This is an optimization exercise on Yosys and OpenROAD, whose aim is small area, a short achievable clock period and few clock cycles, not a production implementation.
Function was checked by simulation only, so behaviour that the tests miss may differ from the original.
Power figures rest on the tool's default switching activity, not on a simulated workload.

**design/flow/config.mk**
```make
export PLATFORM = sky130hd
export DESIGN_NAME = fortelion_engine
export DESIGN_NICKNAME = fortelion_engine
export VERILOG_FILES = /design/flow/design.v
export SDC_FILE = /design/flow/constraint.sdc
export NUM_CORES = 4
export LEC_CHECK = 0
export CAP_MARGIN = 20
export CORE_MARGIN = 2
export CORE_UTILIZATION = 50
export CTS_BUF_LIST = sky130_fd_sc_hd__clkbuf_4 sky130_fd_sc_hd__clkbuf_8
export PLACE_DENSITY = 0.85
export SLEW_MARGIN = 20
```
**design/flow/constraint.sdc**
```tcl
create_clock -name core_clock -period 10.0 [get_ports {clk}]
set_input_delay 2.0000 -clock core_clock [delete_from_list [all_inputs] [get_ports {clk}]]
set_output_delay 2.0000 -clock core_clock [all_outputs]
set_load 0.01 [all_outputs]
```
**design/flow/design.v**
```verilog
module fortelion_engine (
    input  wire         clk,
    input  wire         rst,
    input  wire         req_valid,
    input  wire [31:0]  req_word,
    input  wire         req_transport,
    output wire         req_ready,
    input  wire         s_valid,
    input  wire [1:0]   s_kind,
    input  wire [7:0]   s_data,
    output wire         s_ready,
    output reg          done,
    output reg  [7:0]   rstatus,
    output wire [7:0]   rrule,
    output wire [7:0]   rexp,
    output wire [7:0]   rrcv,
    output wire [7:0]   ract,
    output wire [15:0]  rvalid,
    output reg  [7:0]   rqty,
    output wire [15:0]  rneed,
    output wire [15:0]  ravail,
    output reg  [31:0]  rval,
    output wire [127:0] rvec,
    output wire [15:0]  rlen,
    output wire [255:0] rbytes,
    output wire [47:0]  rfault,
    output wire [39:0]  txb,
    output reg          txv
);
    localparam [3:0] C_CELLV = 4'd0, C_CURR = 4'd1, C_TEMP = 4'd2,
                     C_SOH = 4'd6, C_FS1 = 4'd7, C_FS2 = 4'd8,
                     C_MI = 4'd9, C_SU = 4'd10, C_NONE = 4'd15;
    localparam [4:0] S_IDLE = 5'd0, S_STRM = 5'd1, S_RW = 5'd2, S_RD1 = 5'd3,
                     S_CLR = 5'd4, S_WB = 5'd5, S_WR2 = 5'd6, S_WALK = 5'd7,
                     S_WE1 = 5'd8, S_CK1 = 5'd9, S_CK2 = 5'd10, S_X10 = 5'd11,
                     S_SUM = 5'd12, S_D1 = 5'd13, S_D2 = 5'd14, S_D3 = 5'd15,
                     S_DIV = 5'd16, S_WE2 = 5'd17, S_SUM0 = 5'd18, S_RD2 = 5'd19,
                     S_RD1B = 5'd20, S_WE1B = 5'd21;
    function [7:0] f_len(input [3:0] c);
        f_len = (c == 4'd0) ? 8'd16 :
                (c >= 4'd1 && c <= 4'd5) ? 8'd2 :
                (c >= 4'd6 && c <= 4'd8) ? 8'd1 :
                (c == 4'd9) ? 8'd32 :
                (c == 4'd10) ? 8'd24 : 8'd0;
    endfunction
    function [7:0] f_code(input [3:0] c);
        f_code = (c == 4'd0) ? 8'h21 : (c == 4'd1) ? 8'h22 : (c == 4'd2) ? 8'h23 :
                 (c == 4'd3) ? 8'h24 : (c == 4'd4) ? 8'h25 : (c == 4'd5) ? 8'h26 :
                 (c == 4'd6) ? 8'h27 : (c == 4'd7) ? 8'h28 : (c == 4'd8) ? 8'h29 :
                 (c == 4'd9) ? 8'h30 : 8'h31;
    endfunction
    function [7:0] f_step(input [7:0] c);
        integer k;
        reg [7:0] x;
        begin
            x = c;
            for (k = 0; k < 8; k = k + 1)
                x = x[7] ? ((x << 1) ^ 8'h07) : (x << 1);
            f_step = x;
        end
    endfunction
    function [15:0] f_mask(input [3:0] q);
        f_mask = (q == 4'd0) ? 16'h0201 :
                 (q >= 4'd1 && q <= 4'd5) ? (16'h0600 | (16'h0001 << q)) :
                 (q == 4'd6 || q == 4'd7 || q == 4'd9) ? 16'h0600 :
                 (q == 4'd8) ? 16'h0640 :
                 (q == 4'd10) ? 16'h0680 :
                 (q == 4'd11) ? 16'h0700 : 16'h0400;
    endfunction
    reg [7:0]  fbn [0:37];       
    reg        fbz;              
    reg [3:0]  exp_cmd;          
    reg [7:0]  crc;              
    reg        rdy, srdy;
    reg [4:0]  seq;
    reg [5:0]  cnt;              
    reg [8:0]  idx;              
    reg [7:0]  wd;               
    reg [5:0]  wa;               
    reg        wv;               
    reg        cv;               
    reg        chk;              
    reg        k_rx, k_ok, k_ill, k_wr;
    reg [3:0]  kq;               
    reg        wclr;             
    reg [4:0]  txc;              
    reg [7:0]  txk;              
    reg        vs_bad;
    reg [2:0]  vs_rule;
    reg [7:0]  vs_exp, vs_rcv;
    reg        f_build, f_pay, f_inval, f_invz, f_range, f_noapp;
    reg [31:0] pen;              
    reg [5:0]  ra;               
    reg        rdv;              
    reg        rdv2;             
    reg [7:0]  rg0, rg1;         
    reg [5:0]  ra2;
    reg        wdv;              
    reg        wmode;            
    reg        en_vn;            
    reg        e_fs1, e_fs2, e_mi, e_su;    
    assign req_ready = rdy;
    assign s_ready   = srdy;
    wire [7:0] fb [0:37];
    genvar gi;
    generate
        for (gi = 0; gi < 38; gi = gi + 1) begin : g_fb
            assign fb[gi] = ~fbn[gi];
        end
    endgenerate
    wire       noframe  = (exp_cmd == C_NONE);
    wire [7:0] cur_len  = f_len(exp_cmd);
    wire [5:0] flen     = (exp_cmd == 4'd0) ? 6'd22 :
                          (exp_cmd >= 4'd1 && exp_cmd <= 4'd5) ? 6'd8 :
                          (exp_cmd >= 4'd6 && exp_cmd <= 4'd8) ? 6'd7 :
                          (exp_cmd == 4'd9) ? 6'd38 :
                          (exp_cmd == 4'd10) ? 6'd30 : 6'd0;
    wire [5:0] flen_m1  = (exp_cmd == 4'd0) ? 6'd21 :
                          (exp_cmd >= 4'd1 && exp_cmd <= 4'd5) ? 6'd7 :
                          (exp_cmd >= 4'd6 && exp_cmd <= 4'd8) ? 6'd6 :
                          (exp_cmd == 4'd9) ? 6'd37 :
                          (exp_cmd == 4'd10) ? 6'd29 : 6'd63;
    wire [5:0] l4       = (exp_cmd == 4'd0) ? 6'd20 :
                          (exp_cmd >= 4'd1 && exp_cmd <= 4'd5) ? 6'd6 :
                          (exp_cmd >= 4'd6 && exp_cmd <= 4'd8) ? 6'd5 :
                          (exp_cmd == 4'd9) ? 6'd36 :
                          (exp_cmd == 4'd10) ? 6'd28 : 6'd4;
    wire [7:0] cur_code = f_code(exp_cmd);
    wire [16:0] rr   = {idx[7:0], rval[31:23]};
    wire        rneg = idx[8];
    wire       k_abs    = (kq == 4'd6);
    wire is_fs1 = (exp_cmd == C_FS1), is_fs2 = (exp_cmd == C_FS2);
    wire is_mi  = (exp_cmd == C_MI),  is_su  = (exp_cmd == C_SU);
    wire       fr1_ok = is_fs1 | is_mi | is_su;
    wire       fr2_ok = is_fs2 | is_mi | is_su;
    wire       fr3_ok = is_su;
    wire [7:0] fr1 = is_mi ? fb[31] : is_su ? fb[22] : fb[4];
    wire [7:0] fr2 = is_mi ? fb[32] : is_su ? fb[23] : fb[4];
    wire [7:0] fr3 = fb[24];
    reg [47:0] fault_all;
    integer k;
    always @(*) begin
        for (k = 0; k < 8; k = k + 1) begin
            fault_all[2*k +: 2]      = !fr1_ok ? 2'd0 : (fr1[k] ? 2'd2 : 2'd1);
            fault_all[16 + 2*k +: 2] = !fr2_ok ? 2'd0 : (fr2[k] ? 2'd2 : 2'd1);
            fault_all[32 + 2*k +: 2] = !fr3_ok ? 2'd0 : (fr3[k] ? 2'd2 : 2'd1);
        end
    end
    wire [7:0] w_op  = req_word[7:0];
    wire [3:0] w_cmd = req_word[11:8];
    wire [4:0] w_fid = req_word[12:8];
    wire [3:0] w_q   = req_word[3:0];
    reg w_known, w_mbz;
    always @(*) begin
        w_known = 1'b1;
        w_mbz   = 1'b0;
        case (w_op)
            8'h01, 8'h13, 8'h14, 8'h15,
            8'h20, 8'h21, 8'h22, 8'h23, 8'h24, 8'h25, 8'h26,
            8'h27, 8'h28, 8'h29, 8'h2A, 8'h2B, 8'h2C, 8'h32:
                w_mbz = |req_word[31:8];
            8'h02, 8'h03, 8'h10: w_mbz = |req_word[31:12];
            8'h11: w_mbz = |req_word[23:17];
            8'h12: w_mbz = |req_word[31:17];
            8'h31: w_mbz = |req_word[31:13];
            8'h30: w_mbz = (|req_word[15:13]) | (|req_word[31:24]);
            default: w_known = 1'b0;
        endcase
    end
    wire w_ill_op  = !w_known || w_mbz || (w_op == 8'h13 && !req_transport);
    wire w_ill_opd = ((w_op == 8'h02 || w_op == 8'h03 || w_op == 8'h10) && w_cmd >= 4'd11) ||
                     ((w_op == 8'h30 || w_op == 8'h31) && w_fid >= 5'd24);
    wire w_stream  = (w_op == 8'h01) || (w_op == 8'h13);
    wire [12:0] qh;
    genvar gq;
    generate
        for (gq = 0; gq < 13; gq = gq + 1) begin : g_q
            assign qh[gq] = (w_q == gq);
        end
    endgenerate
    wire is_own = !is_mi && !is_su;        
    wire [7:0] g_lo =
        ({8{(qh[1] | qh[2] | qh[3] | qh[4] | qh[5]) & is_own | qh[1] & is_su | qh[9] & is_mi}} & fb[5]) |
        ({8{(qh[8] | qh[10] | qh[11]) & is_own}} & fb[4]) |
        ({8{qh[1] & is_mi | qh[9] & is_su}} & fb[21]) |
        ({8{qh[2] & is_mi | qh[11] & is_su}} & fb[23]) |
        ({8{(qh[3] | qh[6] | qh[7]) & is_mi}} & fb[25]) |
        ({8{qh[4] & is_mi}} & fb[27]) |
        ({8{qh[5] & is_mi}} & fb[29]) |
        ({8{qh[2] & is_su}} & fb[9]) |
        ({8{qh[3] & is_su}} & fb[11]) |
        ({8{qh[4] & is_su}} & fb[13]) |
        ({8{qh[5] & is_su}} & fb[15]) |
        ({8{qh[6] & is_su}} & fb[16]) |
        ({8{qh[7] & is_su}} & fb[17]) |
        ({8{qh[8] & is_mi}} & fb[30]) |
        ({8{qh[8] & is_su}} & fb[18]) |
        ({8{qh[10] & is_mi}} & fb[31]) |
        ({8{qh[10] & is_su}} & fb[22]) |
        ({8{qh[11] & is_mi}} & fb[32]) |
        ({8{qh[12]}} & fb[24]);
    wire [7:0] g_hi =
        ({8{(qh[1] | qh[2] | qh[3] | qh[4] | qh[5]) & is_own | qh[1] & is_su | qh[9] & is_mi}} & fb[4]) |
        ({8{qh[1] & is_mi | qh[9] & is_su}} & fb[20]) |
        ({8{qh[2] & is_mi}} & fb[22]) |
        ({8{(qh[3] | qh[6] | qh[7]) & is_mi}} & fb[24]) |
        ({8{qh[4] & is_mi}} & fb[26]) |
        ({8{qh[5] & is_mi}} & fb[28]) |
        ({8{qh[2] & is_su}} & fb[8]) |
        ({8{qh[3] & is_su}} & fb[10]) |
        ({8{qh[4] & is_su}} & fb[12]) |
        ({8{qh[5] & is_su}} & fb[14]);
    wire        g_sx = (qh[1] | qh[2]) & g_hi[7];
    wire [31:0] gval = {{16{g_sx}}, g_hi, g_lo};
    wire [4:0]  gseq = (qh[1] & (is_mi | is_su) | (qh[3] | qh[4] | qh[5]) & is_su) ? S_X10 :
                       ((qh[6] | qh[7]) & is_mi) ? S_D1 :
                       (qh[9] & is_mi) ? S_SUM0 : S_IDLE;
    wire        gdiv0 = is_mi && (qh[6] ? ({fb[26], fb[27]} == 16'd0) :
                                  qh[7] ? ({fb[28], fb[29]} == 16'd0) : 1'b0);
    wire [15:0] w_mask   = f_mask(w_q);
    wire        w_source = w_mask[exp_cmd];
    wire [7:0] w_code = f_code(w_cmd);
    wire [7:0] w_bck  = f_step(f_step(f_step(f_step(8'h05) ^ 8'h01) ^ w_code) ^ 8'h00);
    wire [7:0] pb [0:31];
    reg  [7:0] or0, or1, rd;
    integer r;
    always @(*) begin
        or0 = 8'd0;
        or1 = 8'd0;
        for (r = 0; r < 16; r = r + 1) begin
            or0 = or0 | pb[r];
            or1 = or1 | pb[r + 16];
        end
        case (ra2)
            6'd0: rd = fb[0];
            6'd1: rd = fb[1];
            6'd2: rd = fb[2];
            6'd3: rd = fb[3];
            6'd36: rd = fb[36];
            6'd37: rd = fb[37];
            default: rd = 8'd0;
        endcase
        rd = rd | rg0 | rg1;
    end
    wire rdi = ((seq == S_RW) && !k_wr && idx < {3'd0, flen}) || (seq == S_WALK) ||
               ((seq == S_SUM) && cnt <= 6'd19);
    reg [7:0] ck_exp;
    reg       ck_at;
    reg [2:0] ck_rule;
    always @(*) begin
        ck_at = 1'b1;
        case (wa)
            6'd0: begin ck_exp = 8'h02;    ck_rule = 3'd1; end
            6'd1: begin ck_exp = 8'h01;    ck_rule = 3'd2; end
            6'd2: begin ck_exp = cur_code; ck_rule = 3'd3; end
            6'd3: begin ck_exp = cur_len;  ck_rule = 3'd4; end
            default: begin
                ck_exp = crc; ck_rule = 3'd5;
                ck_at  = (wa == l4);
            end
        endcase
    end
    wire ck_new  = chk && (wa == 6'd0);      
    wire ck_fail = chk && ck_at && (ck_new || !vs_bad) && (wd != ck_exp);
    wire        a_x10 = (seq == S_X10) || (seq == S_D1) || (seq == S_D2);
    wire        a_div = (seq == S_DIV);
    wire [15:0] mi_des  = {fb[26], fb[27]};
    wire [15:0] mi_full = {fb[28], fb[29]};
    wire [15:0] dvsr    = k_abs ? mi_des : mi_full;
    wire [22:0] add_a = a_x10 ? {rval[19:0], 3'b000} :
                        a_div ? {{5{rr[16]}}, rr, rval[22]} : rval[22:0];
    wire [22:0] add_b = a_x10 ? {rval[21:0], 1'b0} :
                        a_div ? (rneg ? {7'd0, dvsr} : ~{7'd0, dvsr}) :
                        (seq == S_SUM) ? (wa[0] ? {15'd0, wd} : {7'd0, wd, 8'd0}) :
                        (k_abs ? {8'd0, mi_des[15:1]} : 23'd0);
    wire [23:0] add_w = {add_a, 1'b1} + {add_b, a_div && !rneg};
    wire [22:0] add_s = add_w[23:1];
    wire rx_success = (s_kind != 2'd3) &&
                      ((s_kind == 2'd1) ? (cnt == flen_m1) : (cnt == flen));
    integer b;
    always @(posedge clk) begin
        for (b = 0; b < 38; b = b + 1)
            if (wv && wa == b)
                fbn[b] <= wclr ? 8'hFF : ~wd;
    end
    always @(posedge clk) begin
        if (rst) begin
            rdy     <= 1'b1;
            srdy    <= 1'b0;
            seq     <= S_IDLE;
            done    <= 1'b0;
            exp_cmd <= C_NONE;
            txv     <= 1'b0;
            wv      <= 1'b0;
            cv      <= 1'b0;
            chk     <= 1'b0;
            rstatus <= 8'hFF;
            rqty    <= 8'd0;
            rval    <= 32'd0;
            f_build <= 1'b0; f_pay <= 1'b0; f_inval <= 1'b0; f_invz <= 1'b0; f_range <= 1'b0; f_noapp <= 1'b0;
            pen <= 32'hFFFFFFFF; en_vn <= 1'b1;
            rdv <= 1'b0; rdv2 <= 1'b0; wdv <= 1'b0; wmode <= 1'b0;
            e_fs1 <= 1'b0; e_fs2 <= 1'b0; e_mi <= 1'b0; e_su <= 1'b0;
        end else begin
            done <= 1'b0;
            wv   <= 1'b0;
            wclr <= 1'b0;
            cv   <= 1'b0;
            chk  <= 1'b0;
            if (cv)
                crc <= f_step((wa == 6'd0 ? 8'd0 : crc) ^ wd);    
            rdv  <= rdi;
            rdv2 <= rdv;
            wdv  <= rdv2;
            rg0  <= or0;
            rg1  <= or1;
            ra2  <= ra;
            if (rdi) ra <= cnt;
            if (seq != S_IDLE) begin
                for (r = 0; r < 32; r = r + 1)
                    pen[r] <= !(rdi && cnt == r + 4);
            end
            if (rdv2) begin
                wd  <= rd;
                wa  <= ra2;
                chk <= wmode;
                cv  <= wmode && (ra2 < l4);
            end
            if (ck_fail) begin
                vs_bad  <= 1'b1;
                vs_rule <= ck_rule;
                vs_exp  <= ck_exp;
                vs_rcv  <= wd;
            end else if (ck_new) begin
                vs_bad  <= 1'b0;
            end
            case (seq)
            S_IDLE: if (req_valid) begin
                rstatus <= 8'd0;
                rqty    <= 8'd0;
                rval    <= 32'd0;
                f_build <= 1'b0; f_pay <= 1'b0; f_inval <= 1'b0; f_invz <= 1'b0; f_range <= 1'b0; f_noapp <= 1'b0;
                pen <= 32'hFFFFFFFF; en_vn <= 1'b1;
                e_fs1 <= 1'b0; e_fs2 <= 1'b0; e_mi <= 1'b0; e_su <= 1'b0;
                done    <= 1'b1;
                k_ill   <= w_ill_op;
                idx     <= req_word[16:8];
                cnt     <= req_word[13:8];
                wd      <= req_word[31:24];
                k_rx    <= (w_op == 8'h13);
                k_wr    <= (w_op == 8'h11);
                kq      <= w_q;
                if (w_stream) begin
                    done <= 1'b0;
                    rdy  <= 1'b0;
                    srdy <= 1'b1;
                    seq  <= S_STRM;
                    k_ok <= !w_ill_op && !(w_op == 8'h13 && noframe);
                end else if (w_ill_op) begin
                    rstatus <= 8'h0E;
                end else if (w_ill_opd) begin
                    rstatus <= 8'h0F;
                end else begin
                    case (w_op)
                    8'h02: rval <= {16'd0, f_len(w_cmd), w_code};
                    8'h03: begin
                        txc     <= w_code[4:0];
                        txk     <= w_bck;
                        txv     <= 1'b1;
                        f_build <= 1'b1;
                    end
                    8'h10: begin
                        exp_cmd <= w_cmd;
                        fbz     <= 1'b1;
                    end
                    8'h11, 8'h12: begin
                        if (noframe) rstatus <= 8'h05;
                        else begin
                            done <= 1'b0;
                            rdy  <= 1'b0;
                            seq  <= S_RW;
                        end
                    end
                    8'h14: begin
                        if (noframe) rstatus <= 8'h05;
                        else if (vs_bad || fbz) begin
                            rstatus <= 8'h01;
                            f_inval <= !fbz;
                            f_invz  <= fbz;
                        end
                    end
                    8'h15: begin
                        if (noframe) rstatus <= 8'h05;
                        else begin
                            f_pay <= 1'b1;
                            for (r = 0; r < 32; r = r + 1)
                                pen[r] <= fbz || (cur_len <= r);
                        end
                    end
                    8'h30: rval <= {30'd0, req_word[16 + w_fid[2:0]] ? 2'd2 : 2'd1};
                    8'h31, 8'h32: begin
                        if (noframe) rstatus <= 8'h05;
                        else if (vs_bad || fbz) begin
                            rstatus <= 8'h01;
                            f_inval <= !fbz;
                            f_invz  <= fbz;
                        end else if (w_op == 8'h31) begin
                            rval <= {30'd0, fault_all[2*w_fid +: 2]};
                        end else begin
                            e_fs1 <= is_fs1; e_fs2 <= is_fs2; e_mi <= is_mi; e_su <= is_su;
                        end
                    end
                    default: begin     
                        if (noframe) rstatus <= 8'h05;
                        else if (vs_bad || fbz) begin
                            rstatus <= 8'h01;
                            f_inval <= !fbz;
                            f_invz  <= fbz;
                        end else if (!w_source) begin
                            rstatus <= 8'h02;
                            f_noapp <= 1'b1;
                        end else if (gdiv0) begin
                            rstatus <= 8'h04;
                            rqty    <= (w_q == 4'd6) ? 8'd6 : 8'd7;
                        end else if (w_q == 4'd0) begin
                            en_vn <= 1'b0;
                        end else begin
                            rval <= gval;
                            if (gseq != S_IDLE) begin
                                done <= 1'b0;
                                rdy  <= 1'b0;
                                seq  <= gseq;
                            end
                        end
                    end
                    endcase
                end
            end
            S_STRM: if (s_valid) begin
                if (!s_kind[1]) begin
                    wd  <= s_data;
                    wa  <= cnt;
                    wv  <= k_ok && k_rx;
                    chk <= k_ok && k_rx;
                    cv  <= k_ok && (!k_rx || cnt < l4);
                    if (cnt != 6'd63) cnt <= cnt + 6'd1;
                end
                if (s_kind != 2'd0) begin
                    srdy <= 1'b0;
                    if (k_rx) begin
                        done <= 1'b1;
                        rdy  <= 1'b1;
                        seq  <= S_IDLE;
                        if (k_ill) rstatus <= 8'h0E;
                        else if (noframe) rstatus <= 8'h05;
                        else if (rx_success) fbz <= 1'b0;
                        else begin
                            rstatus <= 8'h12;
                            fbz     <= 1'b1;
                        end
                    end else begin
                        seq <= S_CK1;
                    end
                end
            end
            S_CK1: seq <= S_CK2;
            S_CK2: begin
                if (k_ill) rstatus <= 8'h0E;
                else if (cnt != 6'd0) rval <= {24'd0, crc};
                if (!k_ill && !noframe && !fbz) begin
                    cnt   <= 6'd0;
                    wmode <= 1'b1;
                    seq   <= S_WALK;
                end else begin
                    done <= 1'b1;
                    rdy  <= 1'b1;
                    seq  <= S_IDLE;
                end
            end
            S_RW: begin
                if (idx >= {3'd0, flen}) begin
                    rstatus <= 8'h06;
                    f_range <= 1'b1;
                    done <= 1'b1; rdy <= 1'b1; seq <= S_IDLE;
                end else if (!k_wr) begin
                    seq <= S_RD1;
                end else if (fbz) begin
                    cnt <= 6'd0;
                    seq <= S_CLR;
                end else begin
                    seq <= S_WB;
                end
            end
            S_RD1: seq <= S_RD1B;
            S_RD1B: seq <= S_RD2;           
            S_RD2: begin
                rval <= fbz ? 32'd0 : {24'd0, wd};
                done <= 1'b1; rdy <= 1'b1; seq <= S_IDLE;
            end
            S_CLR: begin
                wa   <= cnt;
                wv   <= 1'b1;
                wclr <= 1'b1;
                cnt <= cnt + 6'd1;
                if (cnt == 6'd37) begin
                    fbz <= 1'b0;
                    seq <= S_WB;
                end
            end
            S_WB: begin
                wa  <= idx[5:0];
                wv  <= 1'b1;
                seq <= S_WR2;
            end
            S_WR2: begin
                cnt     <= 6'd0;
                wmode   <= 1'b1;
                seq     <= S_WALK;
            end
            S_WALK: begin
                cnt <= cnt + 6'd1;
                if (cnt == l4)
                    seq <= S_WE1;
            end
            S_WE1: seq <= S_WE1B;
            S_WE1B: seq <= S_WE2;
            S_WE2: begin
                wmode <= 1'b0;
                done <= 1'b1; rdy <= 1'b1; seq <= S_IDLE;
            end
            S_X10: begin
                rval <= {{9{add_s[22]}}, add_s};
                done <= 1'b1; rdy <= 1'b1; seq <= S_IDLE;
            end
            S_SUM0: begin
                cnt <= 6'd6;
                seq <= S_SUM;
            end
            S_SUM: begin
                cnt <= cnt + 6'd1;
                if (wdv)
                    rval <= {9'd0, add_s};
                if (wdv && wa == 6'd19) begin
                    done <= 1'b1; rdy <= 1'b1; seq <= S_IDLE;
                end
            end
            S_D1: begin
                rval <= {9'd0, add_s};
                seq  <= S_D2;
            end
            S_D2: begin
                rval <= {9'd0, add_s};
                seq  <= S_D3;
            end
            S_D3: begin
                rval <= {9'd0, add_s};
                idx  <= 9'd0;
                cnt  <= 6'd0;
                seq  <= S_DIV;
            end
            S_DIV: begin
                idx  <= {add_s[16], add_s[16:9]};
                rval <= {add_s[8:0], rval[21:0], !add_s[16]};
                cnt  <= cnt + 6'd1;
                if (cnt == 6'd22) begin
                    rval[31:23] <= 9'd0;
                    done <= 1'b1; rdy <= 1'b1; seq <= S_IDLE;
                end
            end
            default: seq <= S_IDLE;
            endcase
        end
    end
    genvar gj;
    generate
        for (gj = 0; gj < 32; gj = gj + 1) begin : g_pay
            assign pb[gj] = ~(fbn[4 + gj] | {8{pen[gj]}});
            if (gj == 0)
                assign rbytes[8*gj +: 8] = pb[gj] | (f_build ? 8'h05 : 8'h00);
            else if (gj == 1)
                assign rbytes[8*gj +: 8] = pb[gj] | (f_build ? 8'h01 : 8'h00);
            else if (gj == 2)
                assign rbytes[8*gj +: 8] = pb[gj] | (f_build ? {3'b001, txc} : 8'h00);
            else if (gj == 4)
                assign rbytes[8*gj +: 8] = pb[gj] | (f_build ? txk : 8'h00);
            else
                assign rbytes[8*gj +: 8] = pb[gj];
        end
        for (gj = 0; gj < 8; gj = gj + 1) begin : g_vec
            assign rvec[16*gj +: 16] = ~({fbn[4 + 2*gj], fbn[5 + 2*gj]} | {16{en_vn}});
        end
        for (gj = 0; gj < 8; gj = gj + 1) begin : g_flt
            wire b1 = (e_fs1 & fb[4][gj]) | (e_mi & fb[31][gj]) | (e_su & fb[22][gj]);
            wire n1 = (e_fs1 & fbn[4][gj]) | (e_mi & fbn[31][gj]) | (e_su & fbn[22][gj]);
            wire b2 = (e_fs2 & fb[4][gj]) | (e_mi & fb[32][gj]) | (e_su & fb[23][gj]);
            wire n2 = (e_fs2 & fbn[4][gj]) | (e_mi & fbn[32][gj]) | (e_su & fbn[23][gj]);
            wire b3 = e_su & fb[24][gj];
            wire n3 = e_su & fbn[24][gj];
            assign rfault[2*gj +: 2]      = {b1, n1};
            assign rfault[16 + 2*gj +: 2] = {b2, n2};
            assign rfault[32 + 2*gj +: 2] = {b3, n3};
        end
    endgenerate
    assign txb = {txk, 8'h00, 3'b001, txc, 8'h01, 8'h05};
    assign rrule  = (f_inval ? {5'd0, vs_rule} : 8'd0) | {7'd0, f_invz};
    assign rexp   = (f_inval ? vs_exp : 8'd0) | {6'd0, f_invz, 1'b0};
    assign rrcv   = f_inval ? vs_rcv : 8'd0;
    assign ract   = f_noapp ? {4'd0, exp_cmd} : 8'd0;
    assign rvalid = f_noapp ? f_mask(kq) : 16'd0;
    assign rneed  = f_range ? {7'd0, idx} : 16'd0;
    assign ravail = f_range ? {10'd0, flen} : 16'd0;
    assign rlen   = f_build ? 16'd5 : f_pay ? {8'd0, cur_len} : 16'd0;
endmodule
```
**design/flow/flow/run.sh**
```bash
#!/bin/bash
# Own layout flow: the standard synthesis, then the standard layout
# with two changes to how it is made:
#   * the port buffers are sky130_fd_sc_hd__buf_1 cells (the standard flow
#     picks a delay cell); there is still one buffer on every input and
#     output port, and the repair steps resize them like any other cell;
#   * the timing repair steps aim for a larger setup slack.
# The clock period, the constraints and every other step are the standard
# ones. Each tool's output goes to a log file of its own in this folder.
set -euo pipefail
bash standard.sh synth > synth.log 2>&1
bash standard.sh \
    "BUFFER_PORTS_ARGS=-buffer_cell sky130_fd_sc_hd__buf_1" \
    "SETUP_SLACK_MARGIN=5.9" \
    finish > layout.log 2>&1
```
**design/flow/standard.sh**
```bash
#!/bin/bash
# synth_recipe.tcl (not shown) runs the flow's synth.tcl, then flattens the netlist and writes it again
# the make line also repeats each setting of config.mk as NAME=value (left out here)
make -C /OpenROAD-flow-scripts/flow DESIGN_CONFIG=/design/flow/config.mk WORK_HOME=/design/flow/orfs CLKGATE_MAP_FILE= SYNTH_SCRIPT=/design/flow/synth_recipe.tcl "${@:-finish}"
```
==> run_results.csv, run 1 <==
group,metric,value,unit
run_status,status,"no timing/DRC/antenna violations",
global_route,grt_usage,0.5269,
job,maxCapViolCount,0,
yosys,synth_most_common_cell,"nor2_1",
clock_network,clkTransAtPathRegs,0.07,ns
yosys,syn_area_per_cell,9.306,um2
layout,nets,3942,
yosys,async_reset_ff_frac,0,
yosys,yosys_warnings,2,
worst_hold_path,worstHoldStart,"ra[4]",
clock_network,cts_buffers,87,
critical_path,worstReg2RegEnd,"vs_rcv[5]",
clock_network,cts-root-buf,"clkbuf_8",
worst_hold_path,holdPathStages,0,
layout,areaGrowthSynthToFinish,20.71,%
yosys,synthCells,3277,
place,gp_congestion,1.116,
sta,fin_ws,5.664,ns
yosys,ys.flop_type,"edfxtp_1",
yosys,synth.largest_area_cell,"edfxtp_1",
yosys,synth_edf_count,412,
sta,finalHoldViolCount,0,
global_route,grt_max_degree,109,
yosys,synth_top_area_share,0.4057,
sta,final.setup_skew,0.05105,ns
global_route,grt_pass1_vias,30461,
critical_path,critPathRequiredTime,8.00,ns
global_route,grt_pass1_wl,233400,um
worst_hold_path,hold_path_end,"ra2[4]",
clock_network,cts_tree,"done",
critical_path,worstSetupPathType,"reg -> out",
clock_network,cts_num_sinks,515,
yosys,netlist_area,30500,um2
critical_path,r2r_slack,5.86,ns
die,start_util,0.5053,
place,dp_hpwl,125300,um
die,die_width,251.0,um
yosys,synth_common_cells,"nor2_1, edfxtp_1, nand2_1",
critical_path,end_kind,"output port",
critical_path,critPathArrivalTime,2.34,ns
yosys,ys_top_cells_by_area,"edfxtp_1, nor2_1, dfxtp_1",
detailed_routing,ant_nets,0,
power,powerDensity,135.8,nW/um2
detailed_routing,vias_per_cell,7.279,
global_route,grt_antenna_before_repair,10,
layout,final_layout_size_suffix_gt1_frac,0.1473,
detailed_routing,initialDrtViolationCount,7170,
critical_path,critPathMaxFanout,5,
sta,timing.final.crit_share,0.4336,
sta,setup_violations,0,
critical_path,cp-start-kind,"flip-flop",
worst_hold_path,worstHoldPathType,"reg -> reg",
yosys,ys_seq_area_frac,0.4733,
die,ios,667,
sta,tightest_slew,1.307,ns
place,pre_cts_slack,4.282,ns
die,dieHeight,251.0,um
detailed_routing,num_vias,34335,
clock_network,ctsHtreeMaxLevel,3,
detailed_routing,drc,0,
layout,final_cell_area,36810,um2
critical_path,r2r_start,"wa[3]",
sta,grt_setup_unrepaired,"yes",
power,leakage,12.83,nW
detailed_routing,firstDrtPassIters,12,
sta,fmax,0.2306,GHz
detailed_routing,finalWirelength,174300,um
clock_network,clk_latency,0.76,ns
die,rows,90,
sta,slew_violations,0,
clock_network,cts.path.max_buffers,3,
critical_path,rr_worst_depth,9,
yosys,synth_cell_types,98,
place,io_buffers,593,
sta,relSlewSlack,0.1165,
detailed_routing,wire_per_inst,36.96,um
global_route,gr-total-overflow,0,
die,coreArea,60360,um2
sta,tns,0,ns
place,place_area,32690,um2
power,irDropWorstVdd,0.0001381,V
sta,min_period,4.336,ns
yosys,synth-seq-cells,515,
die,design.die.area,62990,um2
## power breakdown
group,switching (W),internal [W],total [W]
clock,0.000970,0.00104,0.00201
combinational,0.000397,0.000158,0.000556
sequential,0.0000833,0.00235,0.00244
## logic make-up (layout without fill, tap and decap cells)
logic type / Yosys count / after routing / synth area share
AOI/OAI and AO/OA: 802 / 803 / 0.1815
xor gates and xnor gates: 98 / 98 / 0.02814
adders and majority gates: 42 / 42 / 0.01748
buffers and inverters: 419 / 995 / 0.06831
DFF: 515 / 515 / 0.4733
muxes: 47 / 47 / 0.01900
other: 2 / 83 / 0.0002463
and+or+nand+nor: 1352 / 1352 / 0.2120
## timing repair
action / CTS / global route
gates resized for setup: 145 / 171
buffers inserted: 57 / 47
pin swaps: 14 / 36
endpoints found under the setup margin: 261 / 126
cloned: 7 / 6
hold buffers: 0 / 0
## cell type report
| cell class | count | area, um2 |
|---|---|---|
| timing repair buffer | 769 | 4026 |
| timing repair inverter | 4 | 30.03 |
| multi-input combinational | 2415 | 15220 |
| clock inverter | 36 | 285.3 |
| tap | 782 | 978.4 |
| inverter | 61 | 274.0 |
| clock buffer | 125 | 1501 |
| antenna | 10 | 25.02 |
| sequential | 515 | 14470 |
| fill | 5254 | 23550 |
## registers in the layout, indices dropped and copies added (netlist names), 8 cells and up
name    flops
rval       32
rg0         8
fbn       304
wd          8
pen        32
vs_exp      8
rg1         8
idx         9
txk         8
vs_rcv      8
crc         8
## worst max-delay path by stage
stage,startpoint,to,slack (ns)
final,exp_cmd[2],rlen[0],5.66
after global routing,exp_cmd[2],rlen[0],5.66
after CTS,exp_cmd[0],rlen[0],5.66
after detailed placement,req_word[2],rval[31],4.28
after global placement,req_word[2],rval[31],4.32
after floorplan,req_word[7],pen[16],5.75
## worst max-delay path, stage by stage, from the launching register on
cell     delay (ns)
dfxtp_4        0.35
buf_12         0.13
or4b_4         0.57
o21a_4         0.17
inv_4          0.07
a21o_1         0.18
buf_6          0.13
## through the flow
step	total power (W)	util	hold slack [ns]	cells
final	0.005000	0.6099	0.4260	4717
after detailed placement	0.002962	0.5416	0.4057	4428
after global routing	0.005062	0.6096	0.4252	4709
after CTS	0.004899	0.5898	0.4188	4653
after floorplan	0.002749	-	0.4003	3348
after global placement	0.002956	0.5416	0.4016	4428
## metal layers
metal,vias to the layer above,wire [um],GRT usage
met4,8,19430,0.4304
met2,3948,69360,0.7419
li1,13241,-,-
met3,1098,28600,0.2215
met5,-,57,0.0007722
met1,16040,56900,0.6277
## layout by cell type (no fill, tap or decap), types with 75 or more instances in the layout
master and instances:
nor2_1 602, buf_1 573, clkbuf_8 92, o22ai_1 75
nor4_1 89, nand2_1 202, a21oi_1 135, dfxtp_1 90
buf_4 140, o21ai_0 139, edfxtp_1 412
Testbench counts, summed over its fixed seeds: cycles 18,520.
==> run 2, diff against run 1 <==
--- a/design/flow/flow/run.sh
+++ b/design/flow/flow/run.sh
@@ -11,5 +11,5 @@
 bash standard.sh synth > synth.log 2>&1
 bash standard.sh \
     "BUFFER_PORTS_ARGS=-buffer_cell sky130_fd_sc_hd__buf_1" \
-    "SETUP_SLACK_MARGIN=5.9" \
+    "SETUP_SLACK_MARGIN=5.5" \
     finish > layout.log 2>&1
--- a/design/flow/config.mk
+++ b/design/flow/config.mk
@@ -8,6 +8,5 @@
 export CAP_MARGIN = 20
 export CORE_MARGIN = 2
 export CORE_UTILIZATION = 50
-export CTS_BUF_LIST = sky130_fd_sc_hd__clkbuf_4 sky130_fd_sc_hd__clkbuf_8
 export PLACE_DENSITY = 0.85
 export SLEW_MARGIN = 20
==> run_results.csv, run 2 <==
group,metric,value,unit
critical_path,crit_chain,"buf_4, nand2b_2, o32a_2, o221ai_1, nor4_1, o211ai_1, nor4_1, or3_1, a31oi_1",
sta,fmax,0.2216,GHz
sta,finalHoldViolCount,0,
layout,final_cell_mix,"nor2_1, buf_1, edfxtp_1",
detailed_routing,initialDrtViolationCount,6670,
yosys,synth_top_area_share,0.4057,
place,dp_hpwl,130900,um
critical_path,rr_worst_depth,9,
global_route,grt_antenna_before_repair,13,
yosys,synth_edf_count,412,
yosys,synthXorXnorAreaFrac,0.02814,
place,gp_congestion,1.091,
sta,tightest_slew,1.239,ns
die,dieHeight,251.0,um
layout,final_common_cell,"nor2_1",
yosys,synth-simple-area-share,0.2120,
sta,setup_violations,0,
power,powerDensity,146.3,nW/um2
place,io_buffers,593,
yosys,synth_most_common_cell,"nor2_1",
sta,final.setup_skew,0.03719,ns
critical_path,endpoint,"rval[5]",
clock_network,ctsHtreeMaxLevel,2,
clock_network,cts_buffers,53,
detailed_routing,ant_nets,0,
run_status,status,"no timing/DRC/antenna violations",
yosys,muxShareOfSynthArea,0.01900,
die,ios,667,
yosys,synth_top_family_by_area,"simple AND/OR/NAND/NOR gates",
yosys,synth_compound_area_frac,0.1815,
clock_network,clkTransAtPathRegs,0.07,ns
layout,fillers,5338,
critical_path,setup.worst_path.start,"req_word[2]",
sta,slew_violations,0,
die,die_width,251.0,um
detailed_routing,firstDrtPassIters,9,
die,design.die.area,62990,um2
clock_network,cts-root-buf,"clkbuf_16",
sta,min_period,4.512,ns
job,maxCapViolCount,0,
detailed_routing,num_vias,33033,
critical_path,end_kind,"flip-flop",
sta,timing.final.crit_share,0.4512,
detailed_routing,wire_per_inst,37.99,um
sta,timing.hold.ws,0.4199,ns
global_route,grt_pass1_vias,29280,
yosys,syn_area_per_cell,9.306,um2
layout,regMostFlops,"fbn",
die,coreArea,60360,um2
clock_network,cts_tree,"done",
layout,nets,3826,
global_route,gr-total-overflow,0,
yosys,ys_top_cells_by_area,"edfxtp_1, nor2_1, dfxtp_1",
clock_network,cts.path.max_buffers,3,
yosys,synth_common_cells,"nor2_1, edfxtp_1, nand2_1",
layout,reg_top3,"fbn (304), pen (32), rval (32)",
critical_path,worst-path-stages,9,
critical_path,worstReg2RegEnd,"vs_exp[0]",
yosys,synth-seq-cells,515,
detailed_routing,finalWirelength,173900,um
worst_hold_path,worstHoldPathType,"reg -> reg",
layout,layout.cells.non_filler,4576,
critical_path,cp_num_buf_inv,1,
critical_path,max_stage_delay,0.60,ns
sta,relSlewSlack,0.1666,
worst_hold_path,worstHoldStart,"ra[4]",
place,place_inst,4435,
sta,grt_setup_unrepaired,"no",
yosys,synth.largest_area_cell,"edfxtp_1",
critical_path,critPathMaxFanout,46,
critical_path,r2r_start,"wa[3]",
critical_path,crit_path_frequent_cell,"nor4_1",
layout,areaGrowthSynthToFinish,15.61,%
power,irDropWorstVdd,0.0001656,V
yosys,synthCells,3277,
yosys,ys_seq_area_frac,0.4733,
critical_path,cp-start-kind,"primary input",
layout,final_layout_size_suffix_gt1_frac,0.08646,
layout,largest_reg_flops,304,
critical_path,worstSetupPathType,"in -> reg",
power,leakage,12.03,nW
yosys,synth_cell_types,98,
clock_network,cts_num_sinks,515,
critical_path,critPathRequiredTime,10.47,ns
global_route,grt_pass1_wl,233700,um
sta,tns,0,ns
critical_path,critPathTopFamily,"simple AND/OR/NAND/NOR gates",
yosys,netlist_area,30500,um2
critical_path,critPathArrivalTime,4.98,ns
detailed_routing,drc,0,
global_route,grt_max_degree,99,
global_route,grt_usage,0.5289,
yosys,async_reset_ff_frac,0,
yosys,ys.flop_type,"edfxtp_1",
critical_path,slowest_stage,"nor4_1",
clock_network,hold_buffers,0,
detailed_routing,vias_per_cell,7.219,
yosys,yosys_warnings,2,
yosys,synth_fa_ha_area_frac,0.01748,
critical_path,r2r_slack,5.60,ns
layout,finalCoreUtilization,0.5841,
die,start_util,0.5053,
clock_network,clk_latency,0.65,ns
die,rows,90,
## run 2: cell counts after synthesis
No cell type changed its count.
## run 2: through the flow
| stage | area (um2) | setup slack [ns] | power, W |
|---|---|---|---|
| 2_1_floorplan | 30780 | 5.628 | 0.002747 |
| 3_3_place_gp | 32710 | 4.082 | 0.002964 |
| 3_5_place_dp | 32710 | 3.992 | 0.002968 |
| 4_1_cts | 34890 | 5.490 | 0.005087 |
| 5_1_grt | 35230 | 5.507 | 0.005214 |
| 6_report | 35260 | 5.488 | 0.005158 |
## run 2: cell type report
class / count / area (um2) / share of cell area
timing repair buffer: 691 / 3104 / 0.08804
antenna: 12 / 30.03 / 0.0008517
sequential: 515 / 14450 / 0.4098
tap: 782 / 978.4 / 0.02775
clock inverter: 33 / 436.7 / 0.01239
clock buffer: 67 / 1439 / 0.04081
inverter: 61 / 236.5 / 0.006707
multi-input combinational: 2415 / 14580 / 0.4136
## run 2: worst min-delay path by stage
stage | to | cells past startpoint
global route | ra2[2] | 0
finish | ra2[4] | 0
floorplan | ra2[0] | 0
CTS | ra2[4] | 0
global placement | ra2[1] | 0
detailed placement | ra2[4] | 0
## run 2: kinds of logic (layout without fill, tap and decap cells)
group | after synthesis | in the layout
AND/OR/NAND/NOR | 1352 | 1353
AO/OA/AOI/OAI | 802 | 802
flip-flops | 515 | 515
buffers and inverters | 419 | 852
XOR/XNOR | 98 | 98
multiplexers | 47 | 47
adder cells (fa/ha/maj) | 42 | 42
other | 2 | 85
## run 2: where the power goes
| group | switching [W] | internal, W |
|---|---|---|
| combinational | 0.000387 | 0.000149 |
| clock | 0.000943 | 0.00124 |
| sequential | 0.0000857 | 0.00235 |
## run 2: timing repair
item                                    4_1_cts  5_1_grt
pin swaps                                     3        6
setup buffers                                 5       18
gates cloned                                  2        0
gates resized for setup                      63       41
endpoints found under the setup margin      148       62
## run 2: routing by layer
| metal | track usage | vias up | wire (um) |
|---|---|---|---|
| li1 | - | 12975 | - |
| met1 | 0.6596 | 15639 | 58970 |
| met2 | 0.7529 | 3538 | 71220 |
| met3 | 0.1733 | 869 | 25710 |
| met4 | 0.4214 | 12 | 17880 |
| met5 | 0 | - | 82 |

[separate check: timing with driven ports]
No port has a modelled driver above. Below, the same layouts with a new extraction and two added sets of constraints. Step 1 assumes that a clkbuf_16 drives the clock port and a buf_2 every other input. Step 2 also shifts input and output timing later by t, the mid clock arrival at the registers, as if the neighbouring blocks saw the same clock. Slacks: ideal / step 1 / step 2; pairs: ideal / step 1.
run	shift t [ns]	slack for setup (ns)	worst hold slack (ns)	worst setup path at the end
run 1	0.800	5.664 / 5.596 / 5.055	0.426 / 0.426 / 0.426	input to register
run 2	0.699	5.488 / 5.463 / 4.822	0.420 / 0.420 / 0.420	input to register
After both steps every run listed still meets setup and hold. For run 2, which loses most, drivers alone change the setup slack by -0.025 ns; drivers and shift together by -0.666 ns.
